This is an optimization exercise on Yosys and OpenROAD, whose aim is small area, a short achievable clock period and few clock cycles per item, not a production implementation.
In this exercise RTL edits were held to simulation tests only and were not proved equivalent to the original.

## flow/design.v (module list and top-level ports; edited modules follow where they fit)
// module b85_fa: 10 lines
// module b85_codec: 915 lines
module b85_codec (
    input  wire        clk,
    input  wire        rst,         
    input  wire        in_valid,
    output wire        in_ready,
    input  wire        in_mode,     
    input  wire [39:0] in_data,
    output wire        out_valid,
    input  wire        out_ready,
    output wire [39:0] out_data,
    output wire [1:0]  out_err
);
  // ...
==> flow/run.sh <==
#!/bin/bash
# synth_recipe.tcl (not shown) runs the flow's synth.tcl, then flattens the netlist and writes it again
# the make line also repeats each setting of config.mk as NAME=value (left out here)
make -C /OpenROAD-flow-scripts/flow DESIGN_CONFIG=/design/flow/config.mk WORK_HOME=/design/flow/orfs CLKGATE_MAP_FILE= SYNTH_SCRIPT=/design/flow/synth_recipe.tcl finish
==> flow/config.mk <==
export PLATFORM = sky130hd
export DESIGN_NAME = b85_codec
export DESIGN_NICKNAME = b85_codec
export VERILOG_FILES = /design/flow/design.v
export SDC_FILE = /design/flow/constraint.sdc
export NUM_CORES = 4
export LEC_CHECK = 0
export CAP_MARGIN = 20
export CORE_MARGIN = 2
export CORE_UTILIZATION = 40
export SLEW_MARGIN = 20
export SYNTH_HIERARCHICAL = 1
==> flow/constraint.sdc <==
create_clock -name core_clock -period 30.0 [get_ports {clk}]
set_input_delay 6.0000 -clock core_clock [delete_from_list [all_inputs] [get_ports {clk}]]
set_output_delay 6.0000 -clock core_clock [all_outputs]
set_load 0.01 [all_outputs]
==> summary.txt, run 1 <==
Layout
  • Max reg flops: 48
  • Ant. Diodes: 0
  • Multi-input gate share of the layout cell area: 0.634
  • Final Instance Count excl. Fillers: 2,527
  • Final clock-cell share: 0.0250
  • Commonest non-fill, non-tap cell in the layout: fa_1
  • NonClk Buf Share: 0.0458

STA
  • Final min period: 7.64 ns
  • Final setup vio count: 0
  • Slew HR: 0.316
  • Final Hold Viols: 0
  • Final hold slack: 0.473 ns
  • Slew Viols, Final: 0
  • Post-route clock period utilization: 0.255

Global route
  • GR Overflow Total: 0

Logic synthesis
  • Largest cells by area after synthesis: fa_1 31%, edfxtp_1 20%, ha_1 13%
  • Xor/xnor share of the synthesized area: 0.0566

Setup path
  • Worst setup path startpoint: out_ready
  • Worst r2r src: ir_data[20]
  • Crit-path max cell delay: approximately 0.57 ns
  • Setup slack, reg-to-reg: 22.84 ns
  • Cell Chain, Critical Path: clkdlybuf4s50_1 -> nor2b_1 -> nand3_4 -> nor3b_1 -> o21bai_1
  • Arrival time worst endpoint: 8.01 ns
  • CP Class: input port to flop

Status
  • Status: timing/DRC/antenna clean

Worst hold path
  • Hold EP: sk_data[28]
  • Worst Hold Depth: 1

Detailed routing
  • Via Count: around 13,000
  • Met2 routed WL: 21.8 mm
  • Via-to-Cell Ratio: 5.17
  • Pre-antenna DRT Iters: 5

Die
  • Rows: 81

Place
  • Placement Cell Area: 21,800 um^2

Clocking
  • H-tree depth: 4
Testbench counts, summed over its fixed seeds: cycles 3,224, items 3,200.
==> run 2: changes to the inputs <==
--- a/flow/design.v
+++ b/flow/design.v
@@ -20,29 +20,35 @@
     output wire [39:0] out_data,
     output wire [1:0]  out_err
 );
     reg        ir_v, ir_mode;       
     reg [39:0] ir_data;
     reg        sk_v, sk_mode;       
     reg [39:0] sk_data;
     reg        rdy;                 
+    reg        full2, full3;        
     reg        m_v, m_mode;         
     reg [51:0] m_p;                 
     reg        o_v;                 
     reg [39:0] o_data;
     reg [1:0]  o_err;
     assign in_ready  = rdy;
     assign out_valid = o_v;
     assign out_data  = o_data;
     assign out_err   = o_err;
     wire acc     = in_valid & rdy;
+    wire stall   = !out_ready;
     wire o_adv   = !o_v | out_ready;       
-    wire m_adv   = !m_v | o_adv;           
-    wire ir_free = !ir_v | m_adv;          
+    wire m_adv   = !full2 | out_ready;     
+    wire ir_free = !full3 | out_ready;     
+    wire o_v_n  = m_v | (o_v & stall);
+    wire m_v_n  = ir_v | (full2 & stall);
+    wire ir_v_n = sk_v | acc | (full3 & stall);
+    wire sk_v_n = (sk_v | acc) & full3 & stall;
     wire [9:0] c0;
 wire c0_1, c0_2;
 b85_fa c0_1_i (.a(ir_data[0]), .b(ir_data[8]), .c(ir_data[16]), .s(c0_1), .co(c0_2));
 wire c0_3, c0_4;
 b85_fa c0_3_i (.a(ir_data[1]), .b(ir_data[9]), .c(ir_data[17]), .s(c0_3), .co(c0_4));
 wire c0_5, c0_6;
 b85_fa c0_5_i (.a(ir_data[2]), .b(ir_data[10]), .c(ir_data[18]), .s(c0_5), .co(c0_6));
 wire c0_7, c0_8;
@@ -873,40 +879,31 @@
     wire [51:0] p_dec = {bad, dec_hb, dec_ha, dec_lo};
     wire        m_bad    = m_p[51];
     wire [16:0] m_hi     = m_p[33:17] + m_p[50:34] + m_p[16];
     wire [32:0] m_dv     = {m_hi, m_p[15:0]};
     wire [39:0] dec_data = (m_bad || m_dv[32]) ? 40'd0 : {8'd0, m_dv[31:0]};
     wire [1:0]  dec_err  = m_bad ? 2'd1 : (m_dv[32] ? 2'd2 : 2'd0);
     always @(posedge clk) begin
         if (rst) begin
-            ir_v <= 1'b0;
-            sk_v <= 1'b0;
-            rdy  <= 1'b1;
-            m_v  <= 1'b0;
-            o_v  <= 1'b0;
+            ir_v  <= 1'b0;
+            sk_v  <= 1'b0;
+            rdy   <= 1'b1;
+            m_v   <= 1'b0;
+            o_v   <= 1'b0;
+            full2 <= 1'b0;
+            full3 <= 1'b0;
         end else begin
-            if (ir_free) begin
-                ir_v <= sk_v | acc;
-            end
-            if (sk_v) begin
-                if (ir_free) begin
-                    sk_v <= 1'b0;
-                    rdy  <= 1'b1;
-                end
-            end else if (acc && !ir_free) begin
-                sk_v <= 1'b1;
-                rdy  <= 1'b0;
-            end
-            if (m_adv) begin
-                m_v <= ir_v;
-            end
-            if (o_adv) begin
-                o_v <= m_v;
-            end
+            ir_v  <= ir_v_n;
+            sk_v  <= sk_v_n;
+            rdy   <= !sk_v_n;
+            m_v   <= m_v_n;
+            o_v   <= o_v_n;
+            full2 <= m_v_n & o_v_n;
+            full3 <= ir_v_n & m_v_n & o_v_n;
         end
     end
     always @(posedge clk) begin
         if (ir_free) begin
             ir_mode <= sk_v ? sk_mode : in_mode;
             ir_data <= sk_v ? sk_data : in_data;
         end
         if (!sk_v) begin
==> flow/config.mk (replaced) <==
export PLATFORM = sky130hd
export DESIGN_NAME = b85_codec
export DESIGN_NICKNAME = b85_codec
export VERILOG_FILES = /design/flow/design.v
export SDC_FILE = /design/flow/constraint.sdc
export NUM_CORES = 4
export LEC_CHECK = 0
export CAP_MARGIN = 20
export CORE_MARGIN = 2
export CORE_UTILIZATION = 80
export SLEW_MARGIN = 20
export SYNTH_HIERARCHICAL = 1
==> run 2 against run 1 <==
Cell count decreased by 14%; clock skew about the same; critical endpoint is now m_p[26]; synthesized cell count decreased by 0.86%; non-clock buffer count decreased by 4; register-to-register slack got worse by 0.46 ns; worst hold slack improved by 0.0079 ns; synthesized area increased by 0.30%; die area decreased by 49%; critical path depth increased by 15; core utilization increased by 44 points.
==> summary.txt, run 2 <==
Clocking
  • Post-CTS resize count: 0
  • CTS buffer count: 17
  • Reg clk slew, reported paths: roughly 0.08 ns
  • Clk sinks: 180
  • Clock buffer depth: 2
  • H-tree depth: 4 (unchanged)
  • Setup repair bufs after CTS: 0
  • Hold bufs inserted after CTS: 0
  • Worst skew pair latency: between 0.4 and 0.5 ns
  • CTS tree: done
  • CTS root buf: clkbuf_16

Layout
  • Commonest non-fill, non-tap cell in the layout: fa_1
  • Post-route cell area: 21,900 um^2
  • Filler cells: 1,053
  • Nets@finish: about 2,400
  • Commonest non-fill, non-tap cells in the layout: 314 x fa_1, 223 x inv_1, 201 x ha_1
  • Synthesis-to-finish area growth: 9.16%
  • Fraction of layout cells with a size suffix above 1: 0.0673
  • Max reg flops: 48 (unchanged)
  • Register area: approximately 4900 um^2
  • Area of the multi-input gates: roughly 14,000 um^2
  • Top reg by flops: m_p

Status
  • Status: timing/DRC/antenna clean

Logic synthesis
  • Post-synth EDFFs: between 100 and 150
  • Top cells by count, synth: 314 x fa_1, 223 x inv_1, 201 x ha_1
  • Mapped Nets: ~2,300
  • Yosys reg bits: 180
  • Fraction of registers with async set/reset: 0
  • Most numerous cell in the Yosys netlist: fa_1
  • Mapped Area: approximately 20,000 um^2
  • Largest cells by area after synthesis: fa_1 31%, edfxtp_1 20%, ha_1 13%
  • Synth cell types: 86
  • Sequential area share after synthesis: 0.245
  • Synth warnings: 7
  • Top cell type's share of synthesized area: 0.313
  • Most common flop cell mapped by yosys: edfxtp_1
  • Syn_area_per_cell: approximately 12 um^2
  • Post-Syn Instances: 1,737
  • Post-synth top area cell: fa_1

STA
  • RSZ-0062 raised after global routing: no
  • Final setup vio count: 0 (unchanged)
  • Slew @ Worst Pin: about 1.1 ns
  • Final hold slack: 0.481 ns (+0.00786 ns)
  • Slew HR: 0.232 (-0.0837)
  • Final Hold Viols: 0 (unchanged)
  • Setup TNS: 0 ns
  • Worst Skew: around 0.018 ns
  • Post-route clock period utilization: 0.254 (-0.000747)
  • Maximum clock rate: around 130 MHz
  • Slew Viols, Final: 0 (unchanged)
  • Final min period: 7.62 ns (-0.0224 ns)

Die
  • Die height: roughly 160 um
  • Core area: 24,500 um^2
  • # IOs: just under 90
  • Die X: 162 um
  • Initial Utilization: 0.821
  • Rows: 57 (-30%)
  • Die ar.: ~26,000 um^2

Place
  • I/O Buffers: slightly below 90
  • Placement Cell Area: 21,400 um^2 (-1.9%)
  • GPL Wtd Cong: approximately 0.99
  • Post-DP HPWL: between 30 and 40 mm

Setup path
  • Reg2Reg Depth: 20
  • Endpoint type of the worst setup path: flop
  • Element type at the critical path start: flop
  • Arrival time worst endpoint: 7.79 ns (-0.22 ns)
  • Critical path peak fanout: 10
  • Req. time, crit path: roughly 30 ns
  • CP Class: flop to flop

Detailed routing
  • Via-to-Cell Ratio: 6.79 (+31%)
  • Via Count: 14,700 (+13%)
  • DR WL/cell: approximately 24 um
  • Pre-antenna DRT Iters: 6 (+1)
  • Drt drc: 0
  • Initial drt markers: 1,526
  • WL final: ~53 mm
  • ANT nets after route: 0

Worst hold path
  • HP Class: flop to flop
  • Worst Hold Depth: 1 (unchanged)

Global route
  • First-pass GRT wire length: about 84 mm
  • Met1 Track Usage GR: 0.494
  • Vias in the first global route: 16,300
  • Met3 Use GR: 0.121
  • Largest net degree at the start of global routing: 81
  • GR Overflow Total: 0 (unchanged)
  • GRT Total Usage: 0.427
  • Initial antenna violation count: 1
  • Met2 Usage GRT: 0.697
  • GRT busiest layer: met2

Job
  • Maxcap violations: 0
-- run 2: worst paths after layout --
check               from    endpoint  slack [ns]
max          ir_data[18]     m_p[26]       22.38
min           sk_data[4]  sk_data[4]        0.48
max reg2reg  ir_data[18]     m_p[26]       22.38
min reg2reg   sk_data[4]  sk_data[4]        0.48
-- run 2: final cells by class --
cell class,count,area share
well taps,324,0.0185
clock buffers,17,0.0194
repair buffers,103,0.0453
clock inverters,15,0.00599
flip-flops and latches,180,0.225
diodes,1,0.000114
multi-input cells,1303,0.647
inverters,225,0.0385
-- run 2: worst max-delay path, stage by stage (launching register included) --
cell	delay, ns
edfxtp_1	0.91
fa_1	0.59
fa_1	0.46
fa_1	0.41
ha_1	0.34
a31oi_1	0.34
o21bai_1	0.12
a21oi_1	0.28
nor2b_1	0.12
o21a_1	0.21
ha_1	0.20
xor2_1	0.73
fa_1	0.57
fa_1	0.50
ha_1	0.35
a21oi_1	0.23
o21bai_1	0.09
a21oi_1	0.32
nor2b_1	0.10
o21ai_0	0.29
a21oi_1	0.18
-- run 2: modules after synthesis, one instance, submodules excluded --
module	cell area, um^2	flops+latches	copies in the design
b85_fa	20.0	0	256
b85_codec	15000	180	1
-- run 2: metal layers --
metal	share of wire	vias up
met5	0	-
li1	-	6174
met3	0.11	398
met1	0.34	7051
met2	0.47	1090
met4	0.082	0
-- run 2: cells by family (layout without fill, tap and decap cells) --
kind of cell    after synthesis  in the layout  share of synthesized area
mux                          56             56                     0.0310
xor+xnor                    122            122                     0.0536
buf+inv                     254            360                     0.0488
simple gates                263            263                     0.0677
flops                       180            180                      0.245
compound gates              347            347                      0.116
other cells                   0              1                          0
fa+ha+maj                   515            515                      0.438
-- run 2: metrics by stage --
stage | std cells | setup slack (ns) | utilization
6_report | 2168 | 22.38 | 0.896
5_1_grt | 2167 | 22.24 | 0.896
3_5_place_dp | 2135 | 22.09 | 0.873
4_1_cts | 2167 | 22.51 | 0.896
3_3_place_gp | 2135 | 22.19 | 0.873
2_1_floorplan | 1737 | 22.46 | -
Testbench counts of run 2, summed over its fixed seeds: cycles 3,224, items 3,200.
==> run 3: changes to the inputs <==
--- a/flow/config.mk
+++ b/flow/config.mk
@@ -7,6 +7,6 @@
 export LEC_CHECK = 0
 export CAP_MARGIN = 20
 export CORE_MARGIN = 2
-export CORE_UTILIZATION = 80
+export CORE_UTILIZATION = 65
 export SLEW_MARGIN = 20
 export SYNTH_HIERARCHICAL = 1
==> run 3 against run 2 <==
Still clean on timing, DRC and antenna; design area grew 0.49%; clock-buffer cell count grew 7; clock skew shrank 0.0094 ns; cell count grew 3.2%; synthesized area is the same; wire length shrank 16%; worst setup slack gained 0.19 ns; fmax grew 2.5%; core utilization shrank 17 points; critical endpoint is now out_valid.
==> summary.txt, run 3 <==
Logic synthesis
  • Sequential area share after synthesis: 0.245 (unchanged)
  • Syn_area_per_cell: 11.6 um^2 (unchanged)
  • Top cells by count, synth: 314 x fa_1, 223 x inv_1, 201 x ha_1
  • Top cell type's share of synthesized area: 0.313 (unchanged)
  • Mapped Nets: 2,297 (unchanged)
  • Fraction of registers with async set/reset: 0 (unchanged)
  • Post-synth EDFFs: 132 (unchanged)
  • Yosys reg bits: 180 (unchanged)
  • Synth Area in Compound Gates: 0.116 (unchanged)
  • Xor/xnor share of the synthesized area: 0.0536 (unchanged)
  • Simple-gate portion of the synthesized area: 0.0677 (unchanged)
  • Largest cells by area after synthesis: fa_1 31%, edfxtp_1 20%, ha_1 13%
  • Synth warnings: 7 (unchanged)
  • Mapped Area: 20,100 um^2 (unchanged)
  • Post-synthesis mux area share: 0.0310 (unchanged)
  • Synth cell types: 86 (unchanged)
  • Largest family of logic cells by synthesized area: adder cells
  • Post-Synth Adder-Cell Area: 0.438 (unchanged)
  • Most common flop cell mapped by yosys: edfxtp_1
  • Post-synth top area cell: fa_1
  • Most numerous cell in the Yosys netlist: fa_1
  • Post-Syn Instances: 1,737 (unchanged)

Clocking
  • CTS root buf: clkbuf_16
  • Reg clk slew, reported paths: 0.06 ns (-0.02 ns)
  • CTS buffer count: 17 (unchanged)
  • Clk sinks: 180 (unchanged)
  • Clock buffer depth: 2 (unchanged)
  • Post-CTS resize count: 0 (unchanged)
  • Worst skew pair latency: 0.45 ns (about the same)
  • CTS tree: done
  • H-tree depth: 4 (unchanged)
  • Hold bufs inserted after CTS: 0 (unchanged)
  • Setup repair bufs after CTS: 0 (unchanged)

Place
  • Placed cells: 2,206 (+3.3%)
  • GPL Wtd Cong: 0.995 (about the same)
  • I/O Buffers: 88 (unchanged)
  • Post-DP HPWL: 35.9 mm (-6.9%)
  • Placement Cell Area: 21,400 um^2 (+0.40%)

Layout
  • Final Instance Count excl. Fillers: 2,238 (+3.2%)
  • Post-route cell area: 22,000 um^2 (+0.49%)
  • Synthesis-to-finish area growth: 9.69%
  • Top reg by flops: m_p
  • Ant. Diodes: 0 (-1)
  • Fraction of layout cells with a size suffix above 1: 0.0651 (-0.00214)
  • Commonest non-fill, non-tap cell in the layout: fa_1
  • Nets@finish: 2,389 (-0.042%)
  • Commonest non-fill, non-tap cells in the layout: 314 x fa_1, 223 x inv_1, 201 x ha_1
  • Max reg flops: 48 (unchanged)

Detailed routing
  • DR WL/cell: 19.9 um (-19%)
  • Initial drt markers: 956 (-37%)
  • Via-to-Cell Ratio: 5.89 (-13%)
  • Via Count: 13,200 (-10%)
  • Drt drc: 0 (unchanged)
  • Pre-antenna DRT Iters: 5 (-1)
  • ANT nets after route: 0 (unchanged)
  • WL final: 44.5 mm (-16%)

STA
  • Setup TNS: 0 ns (unchanged)
  • Slew Viols, Final: 0 (unchanged)
  • Final hold slack: 0.466 ns (-0.0151 ns)
  • Maximum clock rate: 135 MHz (+2.5%)
  • Slew @ Worst Pin: 1.08 ns (-0.0563 ns)
  • RSZ-0062 raised after global routing: no
  • Final Hold Viols: 0 (unchanged)
  • Worst Skew: 0.00875 ns (-0.00936 ns)
  • Final min period: 7.43 ns (-0.189 ns)
  • Slew HR: 0.270 (+0.0379)
  • Final setup vio count: 0 (unchanged)
  • Post-route clock period utilization: 0.248 (-0.00630)

Worst hold path
  • Hold Startpoint: m_v
  • HP Class: flop to flop

Global route
  • Initial antenna violation count: 0 (-1)
  • GR Overflow Total: 0 (unchanged)
  • First-pass GRT wire length: 72.8 mm (-13%)
  • GRT Total Usage: 0.289 (-0.138)
  • Largest net degree at the start of global routing: 81 (unchanged)
  • Vias in the first global route: 14,000 (-14%)

Die
  • Initial Utilization: 0.658 (-0.163)
  • # IOs: 89 (unchanged)
  • Die X: 180 um (+11%)
  • Rows: 64 (+12%)
  • Core area: 30,500 um^2 (+25%)
  • Die ar.: 32,300 um^2 (+22%)
  • Die height: 180 um (+11%)

Setup path
  • Buf/Inv on CP: 1 (+1)
  • Element type at the critical path start: flop
  • Cell Chain, Critical Path: clkdlybuf4s50_1
  • Arrival time worst endpoint: 1.43 ns (-6.36 ns)
  • Crit path max-delay family: buffers and inverters
  • Endpoint type of the worst setup path: output port
  • Crit-path max cell delay: 0.57 ns (-0.34 ns)
  • Req. time, crit path: 24.00 ns (-6.18 ns)
  • CP Class: flop to output port
  • Slowest library cell on the worst path: clkdlybuf4s50_1
  • Worst r2r src: ir_data[19]
  • Worst setup path startpoint: o_v
  • Critical path peak fanout: 3 (-7)

Job
  • Maxcap violations: 0 (unchanged)

Status
  • Status: timing/DRC/antenna clean
run 3: final timing paths:
check | to | slack [ns] | depth (start not counted)
setup / recovery | out_valid | 22.57 | 1
setup reg to reg | m_p[26] | 22.98 | 20
hold reg to reg | o_v | 0.47 | 2
hold / removal | o_v | 0.47 | 2
run 3: per-stage QoR:
stage	utilization	setup slack (ns)
after floorplan	-	22.46
after detailed placement	0.703	22.11
after CTS	0.722	22.56
after global routing	0.722	22.45
final	0.722	22.57
after global placement	0.703	22.15
run 3: modules after synthesis, one instance, submodules excluded:
module / copies in the design / cell area [um^2]
b85_fa: 256 / 20.0
b85_codec: 1 / 15000
run 3: cells by family (layout without fill, tap and decap cells):
logic type / Yosys count / count (layout)
AOI/OAI and AO/OA: 347 / 347
DFF: 180 / 180
buffers and inverters: 254 / 359
muxes: 56 / 56
adders and majority gates: 515 / 515
xor gates and xnor gates: 122 / 122
and+or+nand+nor: 263 / 263
run 3: layout make-up:
type / count / area [um^2]
clock buffers: 24 / 493
multi-input cells: 1303 / 14200
well taps: 396 / 495
clock inverters: 8 / 96.3
repair buffers: 102 / 986
inverters: 225 / 845
flip-flops and latches: 180 / 4930
fillers: 2255 / 8480
run 3: per-layer routing:
layer,global-route usage,wire (um)
met1,0.390,19000
met2,0.479,21500
met3,0.0486,2570
met4,0.101,1350
met5,0,0
==> run 4: changes to the inputs <==
==> flow/flow/run.sh (new file) <==
#!/bin/bash
# Own layout flow: the standard layout (standard.sh) unchanged, except that the
# resizer's timing repair keeps a setup margin (so it also speeds up paths that already
# meet the 30 ns clock) and the ports get buf_2 buffers instead of the resizer's choice.
# The clock, the constraints and the synthesis are the standard ones.
set -euo pipefail
export SETUP_SLACK_MARGIN=22.8
export TNS_END_PERCENT=100
export BUFFER_PORTS_ARGS="-buffer_cell sky130_fd_sc_hd__buf_2"
bash standard.sh > standard.log 2>&1
==> flow/standard.sh (new file) <==
#!/bin/bash
# synth_recipe.tcl (not shown) runs the flow's synth.tcl, then flattens the netlist and writes it again
# the make line also repeats each setting of config.mk as NAME=value (left out here)
make -C /OpenROAD-flow-scripts/flow DESIGN_CONFIG=/design/flow/config.mk WORK_HOME=/design/flow/orfs CLKGATE_MAP_FILE= SYNTH_SCRIPT=/design/flow/synth_recipe.tcl "${@:-finish}"
removed: flow/run.sh
==> run 4 against run 3 <==
Still clean; worst hold slack improved by 0.0070 ns; core utilization decreased by 1.0 points; first-iteration DRC count decreased by 6.5%; worst setup slack improved by 0.45 ns; die area unchanged; via count increased by 0.48%; sequential cell count unchanged; fmax increased by 6.5%; global-route usage decreased by 0.46 points; critical endpoint is now out_data[2].
==> summary.txt, run 4 <==
Die
  • Initial Utilization: 0.658 (unchanged)
  • Die ar.: 32,300 um^2 (unchanged)
  • Rows: 64 (unchanged)
  • # IOs: 89 (unchanged)
  • Die height: 180 um (unchanged)
  • Die X: 180 um (unchanged)
  • Core area: 30,500 um^2 (unchanged)

Status
  • Status: timing/DRC/antenna clean

Global route
  • Initial antenna violation count: 0 (unchanged)
  • GR Overflow Total: 0 (unchanged)
  • GRT Total Usage: 0.285 (-0.00462)
  • Largest net degree at the start of global routing: 81 (unchanged)
  • Vias in the first global route: 13,900 (-1.1%)
  • First-pass GRT wire length: 71.8 mm (-1.4%)

Logic synthesis
  • Mapped Nets: 2,297 (unchanged)
  • Sequential area share after synthesis: 0.245 (unchanged)
  • Post-synth EDFFs: 132 (unchanged)
  • Synth warnings: 7 (unchanged)
  • Synth cell types: 86 (unchanged)
  • Top cell type's share of synthesized area: 0.313 (unchanged)
  • Largest cells by area after synthesis: fa_1 31%, edfxtp_1 20%, ha_1 13%
  • Fraction of registers with async set/reset: 0 (unchanged)
  • Most numerous cell in the Yosys netlist: fa_1
  • Post-Syn Instances: 1,737 (unchanged)
  • Yosys reg bits: 180 (unchanged)
  • Post-synth top area cell: fa_1
  • Syn_area_per_cell: 11.6 um^2 (unchanged)
  • Most common flop cell mapped by yosys: edfxtp_1
  • Mapped Area: 20,100 um^2 (unchanged)
  • Top cells by count, synth: 314 x fa_1, 223 x inv_1, 201 x ha_1

Layout
  • Ant. Diodes: 0 (unchanged)
  • Nets@finish: 2,400 (+0.46%)
  • Commonest non-fill, non-tap cells in the layout: 314 x fa_1, 223 x inv_1, 201 x ha_1
  • Synthesis-to-finish area growth: 8.16%
  • Commonest non-fill, non-tap cell in the layout: fa_1
  • Max reg flops: 48 (unchanged)
  • Area of the multi-input gates: 14,200 um^2 (+0.22%)
  • Register area: 4930 um^2 (unchanged)
  • Filler cells: 2,257 (+0.089%)
  • Fraction of layout cells with a size suffix above 1: 0.122 (+0.0568)
  • Top reg by flops: m_p

Clocking
  • Clk sinks: 180 (unchanged)
  • Reg clk slew, reported paths: 0.07 ns (about the same)
  • CTS buffer count: 17 (unchanged)
  • Worst skew pair latency: 0.46 ns (about the same)
  • CTS root buf: clkbuf_16
  • CTS tree: done
  • Hold bufs inserted after CTS: 0 (unchanged)
  • H-tree depth: 4 (unchanged)
  • Clock buffer depth: 2 (unchanged)

Job
  • Maxcap violations: 0 (unchanged)

STA
  • Maximum clock rate: 143 MHz (+6.5%)
  • RSZ-0062 raised after global routing: no
  • Final Hold Viols: 0 (unchanged)
  • Final setup vio count: 0 (unchanged)
  • Final min period: 6.97 ns (-0.455 ns)
  • Worst Skew: 0.0113 ns (+0.00253 ns)
  • Slew Viols, Final: 0 (unchanged)
  • Post-route clock period utilization: 0.232 (-0.0152)
  • Setup TNS: 0 ns (unchanged)
  • Slew @ Worst Pin: 1.11 ns (+0.0274 ns)
  • Slew HR: 0.252 (-0.0185)
  • Final hold slack: 0.473 ns (+0.00698 ns)

Detailed routing
  • ANT nets after route: 0 (unchanged)
  • Via-to-Cell Ratio: 5.89 (about the same)
  • Via Count: 13,300 (+0.48%)
  • DR WL/cell: 19.6 um (-1.6%)
  • Initial drt markers: 894 (-6.5%)
  • Drt drc: 0 (unchanged)
  • WL final: 44.0 mm (-1.2%)
  • Pre-antenna DRT Iters: 5 (unchanged)

Worst hold path
  • HP Class: flop to flop

Setup path
  • Cell Chain, Critical Path: buf_2
  • Crit path max-delay family: flip-flops
  • Crit-path max cell delay: 0.37 ns (-0.20 ns)
  • Element type at the critical path start: flop
  • Endpoint type of the worst setup path: output port
  • Buf/Inv on CP: 1 (unchanged)
  • Arrival time worst endpoint: 0.97 ns (-0.46 ns)
  • Req. time, crit path: 24.00 ns (about the same)
  • Critical path peak fanout: 1 (-2)
  • CP Class: flop to output port
  • Slowest library cell on the worst path: edfxtp_1

Place
  • Post-DP HPWL: 35.7 mm (-0.69%)
  • GPL Wtd Cong: 0.992 (-0.29%)
  • I/O Buffers: 88 (unchanged)
==> run 4: repair_timing <==
action / CTS / global route
setup buffers: 0 / 11
endpoints found under the setup margin: 0 / 5
gates resized for setup: 0 / 6
==> run 4: modules after synthesis (local to each module, per instance) <==
module | copies in the design | cell area [um^2] | flops+latches | cells inside
b85_fa | 256 | 20.0 | 0 | 1
b85_codec | 1 | 15000 | 180 | 1481
==> run 4: path summary, 6_finish.rpt <==
path / endpoint / from / slack (ns) / cells past startpoint
worst max-delay path: out_data[2] / o_data[2] / 23.03 / 1
worst min-delay path: sk_data[29] / sk_data[29] / 0.47 / 1
worst min register to register: sk_data[29] / sk_data[29] / 0.47 / 1
worst max register to register: m_p[15] / ir_data[25] / 23.13 / 19
==> run 4: routing by layer <==
| layer | track usage | wire length, um | up-vias |
|---|---|---|---|
| met5 | 0 | 0 | - |
| met1 | 0.389 | 19100 | 6550 |
| met3 | 0.0545 | 2770 | 79 |
| li1 | - | - | 6198 |
| met2 | 0.456 | 20800 | 428 |
| met4 | 0.108 | 1310 | 0 |
==> run 4: cell type report <==
class | instances | area share
clock buffer | 18 | 0.0198
tap | 396 | 0.0228
multi-input combinational | 1303 | 0.655
inverter | 225 | 0.0389
clock inverter | 14 | 0.00766
timing repair buffer | 113 | 0.0295
sequential | 180 | 0.227
==> run 4: stage by stage <==
stage	utilization	worst slack (ns)	std cells	instance area, um^2
5_1_grt	0.712	22.82	2249	21700
3_3_place_gp	0.688	22.50	2205	21000
2_1_floorplan	-	22.91	1737	20100
4_1_cts	0.708	22.95	2237	21600
3_5_place_dp	0.688	22.47	2205	21000
6_report	0.712	23.03	2249	21700
==> run 4: kinds of logic after synthesis <==
family,count (synthesis),share of synthesized area
adders and majority gates,515,0.438
AOI/OAI and AO/OA,347,0.116
and+or+nand+nor,263,0.0677
buffers and inverters,254,0.0488
DFF,180,0.245
xor gates and xnor gates,122,0.0536
muxes,56,0.0310
==> run 5: changes to the inputs <==
--- a/flow/flow/run.sh
+++ b/flow/flow/run.sh
@@ -4,7 +4,7 @@
 # meet the 30 ns clock) and the ports get buf_2 buffers instead of the resizer's choice.
 # The clock, the constraints and the synthesis are the standard ones.
 set -euo pipefail
-export SETUP_SLACK_MARGIN=22.8
-export TNS_END_PERCENT=100
+export SETUP_SLACK_MARGIN=23.2
+export TNS_END_PERCENT=10
 export BUFFER_PORTS_ARGS="-buffer_cell sky130_fd_sc_hd__buf_2"
 bash standard.sh > standard.log 2>&1
==> run 5 against run 4 <==
Fmax shrank 0.11%; largest cell class unchanged; still clean on timing, DRC and antenna; cell count grew 1.4%; critical path type unchanged; worst hold slack lost 0.0062 ns; clock skew is essentially flat; register-to-register slack gained 0.22 ns.
==> summary.txt, run 5 <==
Layout
  • Register area: 4930 um^2 (about the same)
  • Max reg flops: 48 (unchanged)
  • Fin util: 0.721 (+0.00894)
  • Commonest non-fill, non-tap cell in the layout: fa_1
  • Nets@finish: 2,430 (+1.3%)
  • Filler cells: 2,208 (-2.2%)
  • Synthesis-to-finish area growth: 9.52%
  • Area of the multi-input gates: 14,300 um^2 (+0.37%)
  • Commonest non-fill, non-tap cells in the layout: 313 x fa_1, 222 x inv_1, 201 x ha_1
  • Fraction of layout cells with a size suffix above 1: 0.139 (+0.0166)
  • Top reg by flops: m_p
  • Post-route cell area: 22,000 um^2 (+1.3%)

Setup path
  • Arrival time worst endpoint: 0.98 ns (about the same)
  • Critical path peak fanout: 1 (unchanged)
  • Req. time, crit path: 24.00 ns (about the same)
  • Crit-path max cell delay: 0.38 ns (about the same)
  • Reg2Reg Depth: 19 (unchanged)
  • Setup slack, reg-to-reg: 23.35 ns (+0.22 ns)
  • Worst r2r src: ir_data[19]
  • FF-to-FF End: m_p[15]
  • Buf/Inv on CP: 1 (unchanged)
  • Endpoint type of the worst setup path: output port
  • CP Class: flop to output port
  • Cell Chain, Critical Path: buf_2
  • Crit path max-delay family: flip-flops
  • Element type at the critical path start: flop
  • Slowest library cell on the worst path: edfxtp_1

STA
  • Setup TNS: 0 ns (unchanged)
  • Slew HR: 0.196 (-0.0560)
  • Final setup vio count: 0 (unchanged)
  • Post-route clock period utilization: 0.233 (+0.000263)
  • RSZ-0062 raised after global routing: yes
  • Final setup margin: 23.02 ns (-0.00790 ns)
  • Final min period: 6.98 ns (+0.00790 ns)
  • Maximum clock rate: 143 MHz (-0.11%)
  • Final Hold Viols: 0 (unchanged)
  • Slew @ Worst Pin: 1.19 ns (+0.0831 ns)
  • Final hold slack: 0.467 ns (-0.00620 ns)
  • Slew Viols, Final: 0 (unchanged)
  • Worst Skew: 0.0116 ns (+0.000285 ns)

Place
  • I/O Buffers: 88 (unchanged)
  • Post-DP HPWL: 36.8 mm (+3.3%)
  • Dpl ws: 22.88 ns (+0.403 ns)
  • Placement Cell Area: 21,000 um^2 (+0.25%)
  • GPL Wtd Cong: 0.992 (about the same)

Die
  • Initial Utilization: 0.658 (unchanged)
  • Die height: 180 um (unchanged)
  • Core area: 30,500 um^2 (unchanged)
  • Rows: 64 (unchanged)
  • # IOs: 89 (unchanged)
  • Die X: 180 um (unchanged)
  • Die ar.: 32,300 um^2 (unchanged)

Logic synthesis
  • Synth cell types: 86 (unchanged)
  • Post-Synth Adder-Cell Area: 0.438 (unchanged)
  • Post-synth top area cell: fa_1
  • Yosys reg bits: 180 (unchanged)
  • Post-synth EDFFs: 132 (unchanged)
  • Top cells by count, synth: 314 x fa_1, 223 x inv_1, 201 x ha_1
  • Sequential area share after synthesis: 0.245 (unchanged)
  • Post-Syn Instances: 1,737 (unchanged)
  • Synth Area in Compound Gates: 0.116 (unchanged)
  • Post-synthesis mux area share: 0.0310 (unchanged)
  • Fraction of registers with async set/reset: 0 (unchanged)
  • Largest cells by area after synthesis: fa_1 31%, edfxtp_1 20%, ha_1 13%
  • Largest family of logic cells by synthesized area: adder cells
  • Simple-gate portion of the synthesized area: 0.0677 (unchanged)
  • Mapped Nets: 2,297 (unchanged)
  • Most numerous cell in the Yosys netlist: fa_1
  • Xor/xnor share of the synthesized area: 0.0536 (unchanged)
  • Most common flop cell mapped by yosys: edfxtp_1
  • Syn_area_per_cell: 11.6 um^2 (unchanged)
  • Synth warnings: 7 (unchanged)
  • Top cell type's share of synthesized area: 0.313 (unchanged)
  • Mapped Area: 20,100 um^2 (unchanged)

Clocking
  • Reg clk slew, reported paths: 0.07 ns (about the same)
  • CTS root buf: clkbuf_16
  • Hold bufs inserted after CTS: 0 (unchanged)
  • Clock buffer depth: 2 (unchanged)
  • CTS tree: done
  • Clk sinks: 180 (unchanged)
  • Worst skew pair latency: 0.46 ns (about the same)
  • H-tree depth: 4 (unchanged)
  • CTS buffer count: 17 (unchanged)

Global route
  • First-pass GRT wire length: 73.2 mm (+2.0%)
  • Largest net degree at the start of global routing: 81 (unchanged)
  • Vias in the first global route: 14,100 (+1.8%)
  • Initial antenna violation count: 1 (+1)
  • GR Overflow Total: 0 (unchanged)
  • GRT Total Usage: 0.291 (+0.00602)

Detailed routing
  • Via-to-Cell Ratio: 5.91 (+0.27%)
  • Drt drc: 0 (unchanged)
  • WL final: 45.1 mm (+2.6%)
  • Pre-antenna DRT Iters: 5 (unchanged)
  • DR WL/cell: 19.8 um (+1.2%)
  • Via Count: 13,500 (+1.7%)
  • Initial drt markers: 932 (+4.3%)
  • ANT nets after route: 0 (unchanged)

Worst hold path
  • HP Class: flop to flop
  • Hold EP: o_v
  • Hold Startpoint: m_v
  • Worst Hold Depth: 2 (+1)

Status
  • Status: timing/DRC/antenna clean

Job
  • Maxcap violations: 0 (unchanged)
[run 5: cell counts after synthesis]
Identical to the previous run, type by type.
[run 5: per-stage QoR]
stage               instances
floorplan                1737
global placement         2206
detailed placement       2206
CTS                      2238
global route             2279
finish                   2280
[run 5: kinds of logic (layout without fill, tap and decap cells)]
kind of cell	after synthesis	count (layout)
compound gates	347	347
xor+xnor	122	122
fa+ha+maj	515	515
buf+inv	254	400
flops	180	180
mux	56	56
other cells	0	1
simple gates	263	263
[run 5: layout make-up]
type	count	area share
Clock inverter	14	0.00597
Inverter	225	0.0386
Multi-Input combinational cell	1303	0.649
Sequential cell	180	0.224
Tap cell	396	0.0225
Clock buffer	18	0.0195
Antenna cell	1	0.000114
Timing Repair Buffer	143	0.0403
[run 5: timing repair]
item | CTS | global route
gates resized for setup | 2 | 14
cloned | 0 | 0
pin swaps | 0 | 1
setup buffers | 0 | 41
setup endpoints to repair | 46 | 61
hold endpoints to repair | 0 | 0
[run 5: modules after synthesis, one instance, submodules excluded]
module,cell area [um^2],cells
b85_codec,15000,1481
b85_fa,20.0,1
[run 5: worst max-delay path by stage]
stage,slack (ns),cells past startpoint,end,from
after CTS,23.00,1,out_data[18],o_data[18]
after detailed placement,22.88,5,full3,out_ready
after global routing,22.98,1,out_data[24],o_data[24]
after global placement,22.88,3,ir_data[24],out_ready
after floorplan,23.12,2,m_mode,out_ready
final,23.02,1,out_data[18],o_data[18]
[run 5: metal layers]
metal | track usage | routed length [um] | share of wire | up-vias
met5 | 0 | 0 | 0 | -
met4 | 0.109 | 1600 | 0.036 | 0
met3 | 0.0478 | 2750 | 0.061 | 80
met2 | 0.480 | 21500 | 0.48 | 450
met1 | 0.391 | 19300 | 0.43 | 6697
li1 | - | - | - | 6247

-- separate check: timing with driven ports --
No port has a modelled driver above. Below, the same layouts with a new extraction and two added sets of constraints. Step 1, drivers: a clkbuf_16 drives clk and a buf_2 each remaining input, both assumed. Step 2, shift: input delay + t, output delay - t, t = (earliest + latest rising clock arrival at the registers) / 2. This alone moves slack from input paths to output paths. Three values: no drivers, after step 1, after step 2; two values: the first two.
| run | shift t [ns] | setup WS [ns] | hold slack, ns | latest minus earliest clock arrival (ns) |
|---|---|---|---|---|
| run 1 | 0.534 | 22.360 / 22.388 / 21.855 | 0.473 / 0.473 / 0.473 | 0.018 / 0.017 |
| run 2 | 0.506 | 22.382 / 22.382 / 22.057 | 0.481 / 0.481 / 0.481 | 0.019 / 0.019 |
| run 3 | 0.502 | 22.571 / 22.519 / 22.149 | 0.466 / 0.466 / 0.466 | 0.009 / 0.009 |
| run 4 | 0.512 | 23.026 / 22.972 / 22.642 | 0.473 / 0.473 / 0.473 | 0.012 / 0.011 |
| run 5 | 0.505 | 23.018 / 22.965 / 22.871 | 0.467 / 0.467 / 0.467 | 0.012 / 0.012 |
After both steps every run listed still meets setup and hold. The setup slack of run 1, which loses most, moves by +0.028 ns with the drivers and by -0.505 ns with both steps.
